This is an optimization exercise on Yosys and OpenROAD, whose aim is small area and few clock cycles, not a production implementation.
The RTL was checked by simulation tests, not by an equivalence proof against the original design.
No activity file was given, so power comes from the tool's default toggle rates.

===== flow/design.v =====
module amg_encoder (
    input  wire        clk,
    input  wire        rst,
    input  wire        start,       
    input  wire [31:0] tick_rate,
    output wire        busy,
    output wire        fail,        
    output wire [1:0]  fail_code,
    input  wire [4:0]  hidx,
    input  wire [23:0] pix,
    output wire        edge_valid,
    input  wire        edge_ready,
    output wire [15:0] edge_data,
    output wire        edge_last,
    input  wire        resp_valid,
    input  wire        resp_err
);
    localparam [1:0] S_IDLE = 2'd0, S_CONV = 2'd1, S_EMIT = 2'd2, S_WAIT = 2'd3;
    localparam [31:0] RATE_MIN = 32'd2857143;
    reg [1:0]  state;
    reg [4:0]  p;                     
    reg [4:0]  b;                     
    reg        ph;                    
    reg [23:0] cur;                   
    wire conv = (state == S_CONV);
    wire emit = (state == S_EMIT);
    reg [20:0] rem;
    reg [11:0] t0l;
    reg        d7, l7, d3, l3;
    wire [5:0]  step = {ph, p};
    wire        qstep = (step < 6'd12);
    wire [21:0] rsh = {rem, qstep ? t0l[11] : 1'b0};
    wire [22:0] dif = {1'b0, rsh} - 23'd1250000;
    wire        ge  = !dif[22];
    reg [1:0] m3;
    always @(*) begin
        case (step)
            6'd12, 6'd15, 6'd18, 6'd21, 6'd24, 6'd27, 6'd30, 6'd33: m3 = 2'd0;
            6'd13, 6'd16, 6'd19, 6'd22, 6'd25, 6'd28, 6'd31, 6'd34: m3 = 2'd1;
            default: m3 = 2'd2;
        endcase
    end
    wire pb7 = (m3 == 2'd0) ? t0l[2] : (m3 == 2'd1) ? t0l[1] : t0l[0];
    wire pb3 = step[0] ? t0l[0] : t0l[1];
    always @(posedge clk) begin
        if (start) begin
            rem <= {1'b0, tick_rate[31:12]};
            t0l <= tick_rate[11:0];
            d7  <= 1'b0;
            l7  <= 1'b0;
            d3  <= 1'b0;
            l3  <= 1'b0;
        end else begin
            rem <= ge ? dif[20:0] : rsh[20:0];
            if (conv && qstep)
                t0l <= {t0l[10:0], ge};
            if (conv && !qstep && !d7 && (ge != pb7)) begin
                d7 <= 1'b1;
                l7 <= !ge;
            end
            if (conv && !qstep && !d3 && (ge != pb3)) begin
                d3 <= 1'b1;
                l3 <= !ge;
            end
        end
    end
    wire [11:0] t1h = t0l - {3'd0, t0l[11:3]} - {11'd0, l7};
    wire [11:0] t1l = t0l - {2'd0, t0l[11:2]} - {11'd0, l3};
    wire [11:0] t0h = {1'b0, t1h[11:1]};
    wire [23:0] grb = {pix[15:8], pix[23:16], pix[7:0]};
    wire        ld_p  = conv ? (hidx == 5'd0) : (hidx == p);
    wire        ld_p1 = !conv && (hidx == p + 5'd1);
    integer j;
    always @(posedge clk) begin
        for (j = 0; j < 24; j = j + 1)
            if ((j <= b) ? ld_p : ld_p1)
                cur[j] <= grb[j];
    end
    wire        bitv = cur[b];
    wire [11:0] dur  = ph ? (bitv ? t1l : t0l) : (bitv ? t1h : t0h);
    wire rate_zero = (tick_rate == 32'd0);
    wire   fail_tx   = (state == S_WAIT) && resp_valid && resp_err;
    assign fail      = (start && (tick_rate < RATE_MIN)) || fail_tx;
    assign fail_code = (state == S_WAIT) ? 2'd3 : rate_zero ? 2'd1 : 2'd2;
    assign busy       = (state != S_IDLE);
    assign edge_valid = emit;
    assign edge_data  = {~ph, 3'd0, dur};
    assign edge_last  = (p == 5'd24) && (b == 5'd0) && ph;
    always @(posedge clk) begin
        if (rst) begin
            state <= S_IDLE;
        end else begin
            case (state)
                S_IDLE: begin
                    if (start && !(tick_rate < RATE_MIN)) begin
                        state <= S_CONV;
                        p     <= 5'd0;
                        ph    <= 1'b0;
                        b     <= 5'd23;
                    end
                end
                S_CONV: begin
                    {ph, p} <= step + 6'd1;
                    if (step == 6'd35) begin
                        state <= S_EMIT;
                        p     <= 5'd0;
                        ph    <= 1'b0;
                    end
                end
                S_EMIT: begin
                    if (edge_ready) begin
                        if (!ph) begin
                            ph <= 1'b1;
                        end else begin
                            ph <= 1'b0;
                            if (b != 5'd0) begin
                                b <= b - 5'd1;
                            end else begin
                                b <= 5'd23;
                                p <= p + 5'd1;
                                if (p == 5'd24)
                                    state <= S_WAIT;
                            end
                        end
                    end
                end
                default: begin
                    if (resp_valid)
                        state <= S_IDLE;
                end
            endcase
        end
    end
endmodule
module amg_core (
    input  wire        clk,
    input  wire        rst,           
    input  wire        bus_req,
    input  wire        bus_we,
    input  wire [18:0] bus_addr,      
    input  wire [31:0] bus_wdata,
    output wire        bus_ack,
    output reg  [31:0] bus_rdata,
    input  wire [31:0] tick_rate,
    output wire        edge_valid,
    input  wire        edge_ready,
    output wire [15:0] edge_data,
    output wire        edge_last,
    input  wire        resp_valid,
    input  wire        resp_err
);
    localparam integer N = 25;
    localparam [3:0] A_STATUS = 4'h0, A_CMD  = 4'h1, A_CFG   = 4'h2, A_DIR = 4'h3,
                     A_COLOR  = 4'h8, A_XY   = 4'h9, A_POS   = 4'hA, A_FX  = 4'hB,
                     A_FY     = 4'hC;
    reg [1:0]  errcode;               
    reg        badcmd, drop;
    reg [23:0] color;
    reg [15:0] xy;
    wire       halted = |errcode;
    wire       busy;
    reg [599:0] ring;
    reg [4:0]   hidx;
    reg         pend;                 
    reg [4:0]   swp_cnt;              
    reg         render;               
    wire        swp = |swp_cnt;
    reg [127:0] gring;
    reg [1:0]   gptr;                 
    reg         rsw;                  
    wire        reg_sel = (bus_addr[18:6] == 13'd0);
    wire [3:0]  ridx    = bus_addr[5:2];
    wire        g_sel   = reg_sel && (ridx[3:2] == 2'b01);
    wire        fb_sel  = bus_addr[18] && (bus_addr[17:7] == 11'd0) && (bus_addr[6:2] < N);
    wire [7:0]  sx = xy[7:0];
    wire [7:0]  sy = xy[15:8];
    wire        set_inb = (sx < 8'd5) && (sy < 8'd5);
    wire [4:0]  set_idx = {sy[2:0], 2'b00} + sy[2:0] + sx[2:0];
    wire        set_hit = (hidx == set_idx);
    wire        wr_cmd  = bus_we && reg_sel && (ridx == A_CMD);
    wire        is_setpix = (bus_wdata == 32'd2);
    wire stall = (g_sel && (rsw || (gptr != ridx[1:0])))
              || (!bus_we && fb_sel && (hidx != bus_addr[6:2]))
              || (bus_we && reg_sel && (ridx == A_COLOR) && (pend || (swp && render)))
              || (bus_we && reg_sel && (ridx == A_XY) && pend)
              || (wr_cmd && is_setpix && pend);
    assign bus_ack = bus_req && !stall;
    wire        wr      = bus_ack && bus_we && !halted;
    wire        cmd_wr  = wr && wr_cmd;
    wire        cmd_rsv = (bus_wdata[31:4] != 28'd0) || (bus_wdata[3] && (bus_wdata[2:0] != 3'd0));
    wire        cmd_go  = cmd_wr && !busy && !cmd_rsv;
    wire [3:0]  op      = bus_wdata[3:0];
    wire        do_clear  = cmd_go && (op == 4'd1);
    wire        do_setpix = cmd_go && (op == 4'd2);
    wire        do_render = cmd_go && (op == 4'd3);
    wire        do_encode = cmd_go && (op == 4'd8);
    wire        sp_req = pend || (do_setpix && set_inb);
    wire        put_color = (sp_req && set_hit) || (swp && render && (hidx == 5'd12));
    wire [23:0] fin = put_color ? color : (swp ? 24'd0 : ring[599:576]);
    always @(posedge clk) begin
        ring <= {ring[575:0], fin};
        if (rst) begin
            hidx    <= 5'd0;
            pend    <= 1'b0;
            swp_cnt <= N;
            render  <= 1'b0;
        end else begin
            hidx <= (hidx == N - 1) ? 5'd0 : hidx + 5'd1;
            pend <= sp_req && !set_hit;
            if (swp)
                swp_cnt <= swp_cnt - 5'd1;
            if (do_clear || do_render) begin
                pend    <= 1'b0;
                swp_cnt <= N;
                render  <= do_render;
            end
        end
    end
    wire [31:0] ghead = gring[127:96];
    wire        g_wr  = wr && g_sel;
    wire [31:0] gin   = rsw  ? ((gptr == 2'd3) ? 32'h3F800000 : 32'd0) :
                        g_wr ? bus_wdata : ghead;
    always @(posedge clk) begin
        gring <= {gring[95:0], gin};
        if (rst) begin
            gptr <= 2'd0;
            rsw  <= 1'b1;
        end else begin
            gptr <= gptr + 2'd1;
            if (gptr == 2'd3)
                rsw <= 1'b0;
        end
    end
    always @(*) begin
        bus_rdata = 32'd0;
        if (reg_sel) begin
            case (ridx)
                A_STATUS: bus_rdata = {26'd0, errcode, drop, badcmd, halted, busy};
                A_CFG:    bus_rdata = 32'h00050005;
                A_DIR:    bus_rdata = 32'd8;
                4'h4, 4'h5, 4'h6, 4'h7: bus_rdata = ghead;
                A_COLOR:  bus_rdata = {8'd0, color};
                A_XY:     bus_rdata = {16'd0, xy};
                A_POS:    bus_rdata = 32'h00000202;
                A_FX:     bus_rdata = 32'h40000000;
                A_FY:     bus_rdata = 32'h40000000;
                default:  bus_rdata = 32'd0;
            endcase
        end else if (fb_sel) begin
            bus_rdata = {8'd0, fin};
        end
    end
    wire enc_fail;
    wire [1:0] enc_fail_code;
    always @(posedge clk) begin
        if (rst) begin
            errcode <= 2'd0;
            badcmd  <= 1'b0;
            drop    <= 1'b0;
            color   <= 24'd0;
            xy      <= 16'd0;
        end else begin
            if (enc_fail)
                errcode <= enc_fail_code;
            if (wr && reg_sel) begin
                case (ridx)
                    A_STATUS: begin
                        if (bus_wdata[2]) badcmd <= 1'b0;
                        if (bus_wdata[3]) drop   <= 1'b0;
                    end
                    A_CMD: begin
                        if (busy)         drop   <= 1'b1;
                        else if (cmd_rsv) badcmd <= 1'b1;
                    end
                    A_COLOR: color <= bus_wdata[23:0];
                    A_XY:    xy    <= bus_wdata[15:0];
                    default: ;
                endcase
            end
        end
    end
    amg_encoder u_enc (
        .clk        (clk),
        .rst        (rst),
        .start      (do_encode),
        .tick_rate  (tick_rate),
        .busy       (busy),
        .fail       (enc_fail),
        .fail_code  (enc_fail_code),
        .hidx       (hidx),
        .pix        (fin),
        .edge_valid (edge_valid),
        .edge_ready (edge_ready),
        .edge_data  (edge_data),
        .edge_last  (edge_last),
        .resp_valid (resp_valid),
        .resp_err   (resp_err)
    );
endmodule

===== flow/run.sh =====
#!/bin/bash
# synth_recipe.tcl (not shown) runs the flow's synth.tcl, then flattens the netlist and writes it again
# the make line also repeats each setting of config.mk as NAME=value (left out here)
make -C /OpenROAD-flow-scripts/flow DESIGN_CONFIG=/design/flow/config.mk WORK_HOME=/design/flow/orfs CLKGATE_MAP_FILE= SYNTH_SCRIPT=/design/flow/synth_recipe.tcl finish

===== flow/config.mk =====
export PLATFORM = sky130hd
export DESIGN_NAME = amg_core
export DESIGN_NICKNAME = amg_core
export VERILOG_FILES = /design/flow/design.v
export SDC_FILE = /design/flow/constraint.sdc
export NUM_CORES = 4
export LEC_CHECK = 0
export CAP_MARGIN = 20
export CORE_MARGIN = 2
export CORE_UTILIZATION = 40
export PLACE_DENSITY = 0.6
export SLEW_MARGIN = 20

===== flow/constraint.sdc =====
create_clock -name core_clock -period 10.0 [get_ports {clk}]
set_input_delay 2.0000 -clock core_clock [delete_from_list [all_inputs] [get_ports {clk}]]
set_output_delay 2.0000 -clock core_clock [all_outputs]
set_load 0.01 [all_outputs]

==> flow_summary.toml, run 1 <==
[synth]
synth_edf_count = 47
syn_inst = 2028
ys_warn_count = 2
synth.cell_area_um2 = 25380
yosys.cell_types.count = 76
synth_area_per_cell_um2 = 12.52
synth-async-reset-ratio = 0
synthTopCellsByArea = "dfxtp_1 64%, edfxtp_1 5.6%, mux2i_1 3.6%"
synth-seq-cells = 861
ys.flop_type = "dfxtp_1"
ys_seq_area_frac = 0.6977
synthTopCellsByCount = "814 x dfxtp_1, 169 x nand2_1, 109 x inv_1"
synth_area_leader_cell = "dfxtp_1"
yosysMostFrequentCell = "dfxtp_1"
yosysTopAreaCellShare = 0.6421

[clock_tree]
cts.sink_count = 861
hold_buffers = 0
cts_tree = "built"
post-cts-setup-buffers = 0
cts-root-buf = "clkbuf_16"
clock_path_buffers = 3
cts_made_buffers = 83
htree_levels = 3
cts_resized = 0
clock_latency_ns = 0.65
clkTransAtPathRegs_ns = 0.06

[global_routing]
antenna_found_initial = 1
grt_pass1_wl_um = 80270
grt_pass1_vias = 14460
grt_max_degree = 57
grt-ovfl-total = 0
grt_usage = 0.1554

[setup_path]
critPathCapture = "bus_rdata[16]"
cp-end-kind = "output port"
r2r_end = "u_enc.p[0]"
worstPathMaxFanout = 21
crit_arrival_ns = 6.52
worstPathRequired_ns = 8.00
rrSetupSlack_ns = 6.05
reg2reg_depth = 10
path_class = "in2out"
timing.critical_path.from = "bus_addr[5]"
cp-start-kind = "input pin"
reg2reg_from = "swp_cnt[0]"

[floorplanning]
ios = 141
die_area_um2 = 65480
initial_utilization = 0.4038
row_count = 92
die_w_um = 255.9
design.core.area_um2 = 62850
dieHeight_um = 255.9

[placed_design]
dpl.cell_count = 2946
io_buffer_count = 135
dp_hpwl_um = 35580
gp_congestion = 0.8395
placed_area_um2 = 27590

[drt]
vias = 14530
drtIter0Drc = 898
drtAntennaViolNets = 0
viasPerCell = 4.681
routed_wl_um = 50980
dr.pass1.iters = 5
remaining_drc_errors = 0
wl_per_cell_um = 16.43

[cells_and_area]
nets = 2342
area_growth_pct = 20.70
fin_util = 0.4874
final_area_um2 = 30630
drive_gt1_frac = 0.09885
layout.cells.non_filler = 3103

[pwr]
cellPowerDensity_nw_per_um2 = 241.1
p_leak_nw = 12.14
finalPower_w = 0.007387
peakVddDrop_uv = 140.5

[timing]
hold_violations = 0
fin_worst_skew_ns = 0.04364
setup_viol = 0
slew_headroom = 0.2601
clock.fmax_ghz = 0.1174
period_needed_ns = 8.516
rsz0062_at_grt = "false"
tightest_slew_ns = 1.106
slew_violations = 0
fin_crit_sh = 0.8516
fin_setup_tns_ns = 0

[run]
cap_violations = 0

[status]
status = "complete, no violations"

[worst_hold_path]
hp-class = "reg2reg"
[how the worst min path moves through the flow]
stage                     startpoint    endpoint  slack (ns)  cells after the start
after floorplan            gring[68]  gring[100]        0.31                      0
after global placement     gring[52]   gring[84]        0.31                      0
after detailed placement   gring[24]   gring[56]        0.31                      0
after CTS                  ring[200]   ring[224]        0.28                      0
after global routing       ring[200]   ring[224]        0.29                      0
final                      ring[200]   ring[224]        0.29                      0
[layout by cell type, fill, tap and decap left out, drive strengths merged, types with 8 or more instances in the layout]
cell,n
o31ai,8
nand2,169
clkinv,20
nand3,29
ha,61
clkdlybuf4s50,134
o211ai,8
xnor2,39
buf,16
a31oi,14
edfxtp,47
a211oi,13
nand4,10
and3,10
nor4,23
inv,116
nor3,31
mux2i,91
a22o,12
a21boi,8
o21ai,55
mux4,15
o22ai,14
nor2,95
xor2,26
dfxtp,814
nor2b,15
a21oi,86
mux2,32
and2,8
clkbuf,121
[power by group]
group / switching, W / internal (W)
sequential: 0.0000609 / 0.00354
clock: 0.00134 / 0.00195
combinational: 0.000254 / 0.000244
total: 0.00166 / 0.00573
[cell families after synthesis]
group,share of synthesized area
flops,0.6977
simple gates,0.08405
compound gates,0.06695
buf+inv,0.02968
mux,0.06340
fa+ha+maj,0.03480
xor+xnor,0.02332
other cells,0.0001478
[final cells by class]
type	count	area, um^2
inverters	111	416.7
fillers	5440	32220
diodes	1	2.502
clock buffers	121	2491
repair buffers	150	1459
multi-input cells	978	6953
clock inverters	35	546.8
flip-flops and latches	861	17710
well taps	846	1059
[worst max-delay path: stages]
cell	delay (ns)
clkdlybuf4s50_1	0.46
buf_4	0.27
nor4b_4	0.80
a31oi_1	0.25
nor3_2	0.36
a21oi_1	0.11
buf_4	0.21
a21oi_4	0.53
buf_4	0.32
mux2_2	0.37
o22ai_1	0.21
clkdlybuf4s50_1	0.60
[routing by layer]
metal  up-vias  share of wire  global-route usage  wire (um)
met3        80          0.053             0.03238       2696
met5         -              0                   0          0
met2       362           0.42              0.2305      21660
li1       7187              -                   -          -
met1      6896           0.50              0.2235      25360
met4         0          0.025             0.05734       1267
[flip-flops by register name, indices dropped and copies added, names as in the netlist, 2 cells and up]
register and flops:
u_enc.b 5, gptr 2, color 24, errcode 2
u_enc.p 5, hidx 5, u_enc.state 2, ring 600
u_enc.cur 24, u_enc.t0l 12, swp_cnt 5, u_enc.rem 21
xy 16, gring 128
[stage by stage]
step | worst slack [ns] | hold WS [ns]
floorplan | 3.738 | 0.3096
global placement | 1.537 | 0.3095
detailed placement | 1.501 | 0.3121
CTS | 1.471 | 0.2847
global route | 1.267 | 0.2906
finish | 1.484 | 0.2932
Testbench counts, summed over its fixed seeds: cycles 81,631.
==> inputs of run 2 (changes only) <==
--- a/flow/design.v
+++ b/flow/design.v
@@ -24,14 +24,18 @@
     reg [23:0] cur;                   
     wire conv = (state == S_CONV);
     wire emit = (state == S_EMIT);
+    wire ld_p  = conv ? (hidx == 5'd0) : (hidx == p);
+    wire ld_p1 = !conv && (hidx == p + 5'd1);
     reg [20:0] rem;
     reg [11:0] t0l;
     reg        d7, l7, d3, l3;
+    reg        p0ok;                  
     wire [5:0]  step = {ph, p};
     wire        qstep = (step < 6'd12);
     wire [21:0] rsh = {rem, qstep ? t0l[11] : 1'b0};
     wire [22:0] dif = {1'b0, rsh} - 23'd1250000;
     wire        ge  = !dif[22];
+    wire        rz  = (rem == 21'd0);
     reg [1:0] m3;
     always @(*) begin
         case (step)
@@ -50,26 +54,27 @@
             l7  <= 1'b0;
             d3  <= 1'b0;
             l3  <= 1'b0;
+            p0ok <= 1'b0;
         end else begin
             rem <= ge ? dif[20:0] : rsh[20:0];
             if (conv && qstep)
                 t0l <= {t0l[10:0], ge};
-            if (conv && !qstep && !d7 && (ge != pb7)) begin
+            if (conv && !qstep && !d7 && (rz || (ge != pb7))) begin
                 d7 <= 1'b1;
-                l7 <= !ge;
+                l7 <= rz ? (t0l[2:0] != 3'd0) : !ge;
             end
-            if (conv && !qstep && !d3 && (ge != pb3)) begin
+            if (conv && !qstep && !d3 && (rz || (ge != pb3))) begin
                 d3 <= 1'b1;
-                l3 <= !ge;
+                l3 <= rz ? (t0l[1:0] != 2'd0) : !ge;
             end
+            if (ld_p)
+                p0ok <= 1'b1;
         end
     end
-    wire [11:0] t1h = t0l - {3'd0, t0l[11:3]} - {11'd0, l7};
-    wire [11:0] t1l = t0l - {2'd0, t0l[11:2]} - {11'd0, l3};
-    wire [11:0] t0h = {1'b0, t1h[11:1]};
+    wire [11:0] tsub = t0l - (ph ? {2'd0, t0l[11:2]} : {3'd0, t0l[11:3]}) - {11'd0, ph ? l3 : l7};
+    wire conv_end = (step == 6'd35) ||
+                    (!qstep && (d7 || rz || (ge != pb7)) && (d3 || rz || (ge != pb3)) && (p0ok || ld_p));
     wire [23:0] grb = {pix[15:8], pix[23:16], pix[7:0]};
-    wire        ld_p  = conv ? (hidx == 5'd0) : (hidx == p);
-    wire        ld_p1 = !conv && (hidx == p + 5'd1);
     integer j;
     always @(posedge clk) begin
         for (j = 0; j < 24; j = j + 1)
@@ -77,7 +82,7 @@
                 cur[j] <= grb[j];
     end
     wire        bitv = cur[b];
-    wire [11:0] dur  = ph ? (bitv ? t1l : t0l) : (bitv ? t1h : t0h);
+    wire [11:0] dur  = bitv ? tsub : ph ? t0l : {1'b0, tsub[11:1]};
     wire rate_zero = (tick_rate == 32'd0);
     wire   fail_tx   = (state == S_WAIT) && resp_valid && resp_err;
     assign fail      = (start && (tick_rate < RATE_MIN)) || fail_tx;
@@ -101,7 +106,7 @@
                 end
                 S_CONV: begin
                     {ph, p} <= step + 6'd1;
-                    if (step == 6'd35) begin
+                    if (conv_end) begin
                         state <= S_EMIT;
                         p     <= 5'd0;
                         ph    <= 1'b0;
--- a/flow/config.mk
+++ b/flow/config.mk
@@ -5,8 +5,10 @@
 export SDC_FILE = /design/flow/constraint.sdc
 export NUM_CORES = 4
 export LEC_CHECK = 0
+export ABC_AREA = 1
 export CAP_MARGIN = 20
 export CORE_MARGIN = 2
 export CORE_UTILIZATION = 40
+export CTS_BUF_LIST = sky130_fd_sc_hd__clkbuf_8
 export PLACE_DENSITY = 0.6
 export SLEW_MARGIN = 20
==> run 2 against run 1 <==
First-iteration DRC count is 30% higher. Worst hold slack worse by 0.0054 ns. Cell area is 1.2% lower. Global-route usage is 0.74 points higher. Sequential power is 1% higher. Final cell count is 14% higher.
==> flow_summary.toml, run 2 <==
[status]
status = "complete, no violations"

[setup_path]
cpLargestDelayFamily = "simple AND/OR/NAND/NOR gates"
slowest_stage = "clkdlybuf4s50_1"
crit_chain = "clkdlybuf4s50_1, nor2_1, nand2_1, o21ai_1, nand2_1, clkinv_1, nand2_1, nand3_2, nor2_2, nand2_1, nand2_1, nand2_2, buf_4, nand2_2, nand2_1, nand3_1, nand2_1, clkdlybuf4s50_1"
rrSetupSlack_ns = 6.49
cp-end-kind = "output port"
worst-path-buf-inv = 4
reg2reg_from = "xy[10]"
slowest_delay_ns = 0.59
r2r_end = "u_enc.cur[11]"
cpMostUsedCell = "nand2_1"
crit_arrival_ns = 6.27
path_class = "in2out"
worstPathRequired_ns = 8.00
reg2reg_depth = 10
cp-start-kind = "input pin"
worstPathMaxFanout = 25
critical_path_depth = 18

[cells_and_area]
final_area_um2 = 30250
area_growth_pct = 20.27
final_cell_mix = "815 x dfxtp_1, 377 x nand2_1, 227 x nor2_1"
top_register = "ring"
largest_reg_flops = 600
drive_gt1_frac = 0.08741
nets = 2733
layout.cells.non_filler = 3539
final_common_cell = "dfxtp_1"
top_regs = "ring (600), gring (128)"

[timing]
setup_viol = 0
slew_headroom = 0.3464
finalWorstSetupSlack_ns = 1.735
fin_setup_tns_ns = 0
slew_violations = 0
tightest_slew_ns = 0.9781
rsz0062_at_grt = "false"
fin_crit_sh = 0.8265
period_needed_ns = 8.265
clock.fmax_ghz = 0.1210
hold_violations = 0
fin_worst_skew_ns = 0.04844

[pwr]
cellPowerDensity_nw_per_um2 = 250.8
peakVddDrop_uv = 134.1
finalPower_w = 0.007587
p_leak_nw = 12.59

[synth]
synth.cell_area_um2 = 25160
ys_warn_count = 2
synth-seq-cells = 862
synthTopCellsByCount = "815 x dfxtp_1, 377 x nand2_1, 227 x nor2_1"
ys.flop_type = "dfxtp_1"
yosys.cell_types.count = 52
synth-async-reset-ratio = 0
synth_area_leader_cell = "dfxtp_1"
synth_area_per_cell_um2 = 10.50
yosysMostFrequentCell = "dfxtp_1"
ys_seq_area_frac = 0.7047
synth_edf_count = 47
syn_inst = 2395
yosysTopAreaCellShare = 0.6486
synthTopCellsByArea = "dfxtp_1 65%, nand2_1 5.6%, edfxtp_1 5.6%"

[run]
cap_violations = 0

[drt]
vias = 16150
viasPerCell = 4.563
drtAntennaViolNets = 0
dr.pass1.iters = 6
remaining_drc_errors = 0
routed_wl_um = 52470
wl_per_cell_um = 14.82
drtIter0Drc = 1165

[placed_design]
dpl.cell_count = 3308
io_buffer_count = 135
dpl_worst_slack_ns = 1.753
placed_area_um2 = 27320
dp_hpwl_um = 36630
gp_congestion = 0.8862

[worst_hold_path]
min_to = "ring[251]"
hold-path-cell-count = 0
hold_start = "ring[227]"
hp-class = "reg2reg"

[clock_tree]
clock_path_buffers = 3
cts_resized = 0
cts_made_buffers = 121
post-cts-setup-buffers = 0
htree_levels = 3
cts.sink_count = 862
cts_tree = "built"
hold_buffers = 0
clock_latency_ns = 0.75
cts-root-buf = "clkbuf_8"
clkTransAtPathRegs_ns = 0.07

[floorplanning]
initial_utilization = 0.4061
ios = 141
die_w_um = 254.8
row_count = 91
die_area_um2 = 64910
dieHeight_um = 254.8
design.core.area_um2 = 61940

[global_routing]
antenna_found_initial = 2
grt_usage = 0.1628
grt_pass1_vias = 15690
grt-ovfl-total = 0
grt_max_degree = 51
grt_pass1_wl_um = 82990
==> run 2: changes by cell type in the layout (fill, tap and decap cells not counted), moves of 27 or more <==
cell | previous run | this run
nand2_1 | 168 | 377
clkbuf_8 | 25 | 161
nor2_1 | 95 | 227
inv_1 | 109 | 222
o21ai_0 | 55 | 158
mux2i_1 | 91 | 0
nand3_1 | 29 | 117
clkbuf_16 | 84 | 0
mux2_2 | 31 | 1
a21oi_1 | 84 | 111
==> run 2: per-layer routing <==
layer | GRT usage | wire [um] | share of wire | vias up
met3 | 0.03429 | 2920 | 0.056 | 98
li1 | - | - | - | 8149
met5 | 0 | 0 | 0 | -
met2 | 0.2512 | 23250 | 0.44 | 450
met1 | 0.2263 | 25040 | 0.48 | 7450
met4 | 0.05698 | 1255 | 0.024 | 0
==> run 2: report_power, final <==
part | total, W | internal [W] | leakage, nW | switching [W]
clock network | 0.00303 | 0.00173 | 1.60 | 0.00131
registers | 0.00364 | 0.00356 | 7.00 | 0.0000786
logic | 0.000913 | 0.000367 | 4.00 | 0.000546
total | 0.00759 | 0.00565 | 12.6 | 0.00193
==> run 2: per-stage QoR <==
| step | utilization | hold WS (ns) |
|---|---|---|
| 3_5_place_dp | 0.4410 | 0.3121 |
| 5_1_grt | 0.4884 | 0.2917 |
| 6_report | 0.4884 | 0.2878 |
| 2_1_floorplan | - | 0.3096 |
| 3_3_place_gp | 0.4410 | 0.3097 |
| 4_1_cts | 0.4878 | 0.2809 |
==> run 2: worst max-delay path by stage <==
stage                           start            end  slack, ns
after floorplan           bus_addr[2]  bus_rdata[15]       4.38
after CTS                 bus_addr[2]   bus_rdata[0]       1.72
after global placement    bus_addr[2]   bus_rdata[5]       1.82
after detailed placement  bus_addr[2]   bus_rdata[0]       1.75
final                     bus_addr[2]   bus_rdata[3]       1.73
after global routing      bus_addr[2]   bus_rdata[3]       1.37
==> run 2: cell type report <==
type	count	area, um^2
sequential	862	17730
multi-input combinational	1260	6361
inverter	205	769.5
clock inverter	67	681.9
clock buffer	161	2216
antenna	2	5.005
tap	837	1047
timing repair buffer	145	1446
fill	5660	31690
==> run 2: cell families (layout without fill, tap and decap cells) <==
kind of cell	after synthesis	count (layout)	share of synthesized area
adder cells (fa/ha/maj)	48	48	0.02507
AO/OA/AOI/OAI	340	340	0.07282
XOR/XNOR	44	44	0.01532
flip-flops	862	862	0.7047
buffers and inverters	275	578	0.04297
other	1	5	0.0001491
multiplexers	1	1	0.0004476
AND/OR/NAND/NOR	824	824	0.1385
Testbench counts of run 2, summed over its fixed seeds: cycles 80,653.
==> inputs of run 3 (changes only) <==
--- a/flow/config.mk
+++ b/flow/config.mk
@@ -9,6 +9,7 @@
 export CAP_MARGIN = 20
 export CORE_MARGIN = 2
 export CORE_UTILIZATION = 40
-export CTS_BUF_LIST = sky130_fd_sc_hd__clkbuf_8
+export CTS_BUF_LIST = sky130_fd_sc_hd__clkbuf_4
+export CTS_CLUSTER_SIZE = 10
 export PLACE_DENSITY = 0.6
 export SLEW_MARGIN = 20
==> run 3 against run 2 <==
Largest cell class unchanged. Largest power group unchanged. Flip-flop and latch count unchanged. Clock power decreased by 9.6%. Via count increased by 3.4%. Area after synthesis unchanged. Worst setup slack got worse by 0.032 ns. Critical endpoint unchanged.
==> flow_summary.toml, run 3 <==
[status]
status = "complete, no violations"

[synth]
synth_area_per_cell_um2 = 10.50
synth_edf_count = 47
ys_warn_count = 2
yosys.cell_types.count = 52
yosys-mux-area-fraction = 0.0004476
synth-async-reset-ratio = 0
yosysMostFrequentCell = "dfxtp_1"
synthXorXnorAreaFrac = 0.01532
synthTopCellsByCount = "815 x dfxtp_1, 377 x nand2_1, 227 x nor2_1"
syn_inst = 2395
synth-simple-area-share = 0.1385
synth.cell_area_um2 = 25160
synthTopCellsByArea = "dfxtp_1 65%, nand2_1 5.6%, edfxtp_1 5.6%"
yosysTopAreaCellShare = 0.6486
synth-seq-cells = 862
synthAdderAreaFrac = 0.02507
synth_top_family_by_area = "simple AND/OR/NAND/NOR gates"
synth_compound_area_frac = 0.07282
synth_area_leader_cell = "dfxtp_1"
ys.flop_type = "dfxtp_1"
ys_seq_area_frac = 0.7047

[run]
cap_violations = 0

[worst_hold_path]
hp-class = "reg2reg"

[setup_path]
reg2reg_depth = 10
rrSetupSlack_ns = 6.43
cp-end-kind = "output port"
worstPathMaxFanout = 25
worstPathRequired_ns = 8.00
crit_arrival_ns = 6.30
cp-start-kind = "input pin"
r2r_end = "u_enc.cur[3]"
timing.critical_path.from = "bus_addr[2]"
critPathCapture = "bus_rdata[3]"
path_class = "in2out"
reg2reg_from = "xy[8]"

[clock_tree]
clock_path_buffers = 3
htree_levels = 4
cts.sink_count = 862
clock_latency_ns = 0.98
clkTransAtPathRegs_ns = 0.06
post-cts-setup-buffers = 0
cts-root-buf = "clkbuf_4"
cts_resized = 0
cts_tree = "built"
hold_buffers = 0
cts_made_buffers = 198

[timing]
whs_ns = 0.2873
fin_crit_sh = 0.8297
period_needed_ns = 8.297
clock.fmax_ghz = 0.1205
setup_viol = 0
rsz0062_at_grt = "false"
slew_headroom = 0.3403
hold_violations = 0
tightest_slew_ns = 0.9871
fin_worst_skew_ns = 0.07999
slew_violations = 0
fin_setup_tns_ns = 0

[cells_and_area]
final_common_cell = "dfxtp_1"
area_growth_pct = 19.22
final_cell_mix = "815 x dfxtp_1, 377 x nand2_1, 305 x clkbuf_4"
largest_reg_flops = 600
drive_gt1_frac = 0.1276
nets = 2810
top_register = "ring"
top_regs = "ring (600), gring (128)"

[floorplanning]
row_count = 91
die_w_um = 254.8
dieHeight_um = 254.8
design.core.area_um2 = 61940
initial_utilization = 0.4061
ios = 141
die_area_um2 = 64910

[global_routing]
grt_pass1_vias = 16380
grt_max_degree = 51
grt_usage = 0.1655
grt-ovfl-total = 0
grt_pass1_wl_um = 83860
antenna_found_initial = 2

[drt]
vias = 16690
viasPerCell = 4.549
drtAntennaViolNets = 0
dr.pass1.iters = 5
wl_per_cell_um = 14.40
routed_wl_um = 52850
drtIter0Drc = 1108
remaining_drc_errors = 0

[pwr]
cellPowerDensity_nw_per_um2 = 243.0
peakVddDrop_uv = 101.2
p_leak_nw = 12.55

[placed_design]
io_buffer_count = 135
gp_congestion = 0.8862
dp_hpwl_um = 36630
[run 3: cell types whose count changed in the layout (fill, tap and decap cells not counted), sizes merged]
cell | previous run | this run
bufinv | 10 | 1
clkbuf | 161 | 305
clkinv | 24 | 48
clkinvlp | 2 | 1
inv | 236 | 208
[run 3: power by group]
group	total (W)	switching (W)	internal [W]	leakage [nW]
sequential	0.00364	0.0000785	0.00356	7.00
combinational	0.000913	0.000545	0.000367	4.00
clock	0.00274	0.00130	0.00144	1.56
total	0.00729	0.00192	0.00536	12.6
[run 3: cells by family (layout without fill, tap and decap cells)]
kind of cell	after synthesis	in the layout
DFF	862	862
other	1	5
AOI/OAI and AO/OA	340	340
muxes	1	1
adders and majority gates	48	48
and+or+nand+nor	824	824
xor gates and xnor gates	44	44
buffers and inverters	275	708
[run 3: metrics by stage]
| step | instance area, um^2 | power [W] | setup slack (ns) | cells | util |
|---|---|---|---|---|---|
| global route | 29990 | 0.007707 | 1.354 | 3669 | 0.4842 |
| global placement | 27320 | 0.004593 | 1.824 | 3308 | 0.4410 |
| detailed placement | 27320 | 0.004610 | 1.753 | 3308 | 0.4410 |
| floorplan | 25160 | 0.004312 | 4.381 | 2397 | - |
| finish | 29990 | 0.007287 | 1.703 | 3669 | 0.4842 |
| CTS | 29950 | 0.007389 | 1.699 | 3666 | 0.4836 |
[run 3: worst min-delay path by stage]
stage	startpoint	to	slack (ns)	cells after the start
3_3_place_gp	ring[239]	ring[263]	0.31	0
4_1_cts	ring[170]	ring[194]	0.27	0
6_report	ring[297]	ring[321]	0.29	0
2_1_floorplan	gring[68]	gring[100]	0.31	0
5_1_grt	ring[39]	ring[63]	0.28	0
3_5_place_dp	ring[512]	ring[536]	0.31	0
[run 3: layout make-up]
class | count | area (um^2)
inverter | 205 | 769.5
clock buffer | 305 | 2290
sequential | 862 | 17730
clock inverter | 53 | 345.3
fill | 5734 | 31950
timing repair buffer | 145 | 1446
antenna | 2 | 5.005
tap | 837 | 1047
multi-input combinational | 1260 | 6361
[run 3: worst max-delay path: stages]
cell	delay, ns
clkdlybuf4s50_1	0.68
nor2_1	0.15
nand2_1	0.70
o21ai_1	0.19
nand2_1	0.11
clkinv_1	0.06
nand2_1	0.08
nand3_2	0.13
nor2_2	0.23
nand2_1	0.09
nand2_1	0.11
nand2_2	0.06
buf_4	0.25
nand2_2	0.44
nand2_1	0.16
nand3_1	0.11
nand2_1	0.17
clkdlybuf4s50_1	0.55
[run 3: layer usage]
metal	up-vias	track usage	routed length, um
met2	501	0.2534	23640
met5	-	0	0
met3	74	0.04133	3197
met1	7683	0.2219	24900
li1	8431	-	-
met4	0	0.07185	1104

separate check: timing with driven ports:
Ports are ideal in the flow. The routed layouts listed here were re-timed in OpenROAD. Step 1: set_driving_cell puts a clkbuf_16 on clk and a buf_2 on each other input, an assumption about the parent block. Step 2 moves the port delays by t, midway between the first and last clock arrival at a register: inputs arrive t later, outputs are due t later. That takes back most of the time a late clock gives input paths. Slacks: ideal ports / drivers / drivers and shift; pairs: ideal ports / drivers.
| run | t, ns | slack for setup (ns) | worst hold slack (ns) | worst setup path at the end | clock arrival spread, ns |
|---|---|---|---|---|---|
| run 1 | 0.683 | 1.484 / 1.455 / 1.455 | 0.293 / 0.293 / 0.293 | input to output | 0.050 / 0.050 |
| run 2 | 0.782 | 1.735 / 1.699 / 1.699 | 0.288 / 0.288 / 0.288 | input to output | 0.053 / 0.053 |
| run 3 | 0.988 | 1.703 / 1.667 / 1.667 | 0.287 / 0.287 / 0.287 | input to output | 0.084 / 0.085 |
After both steps setup and hold are still met in every run listed.
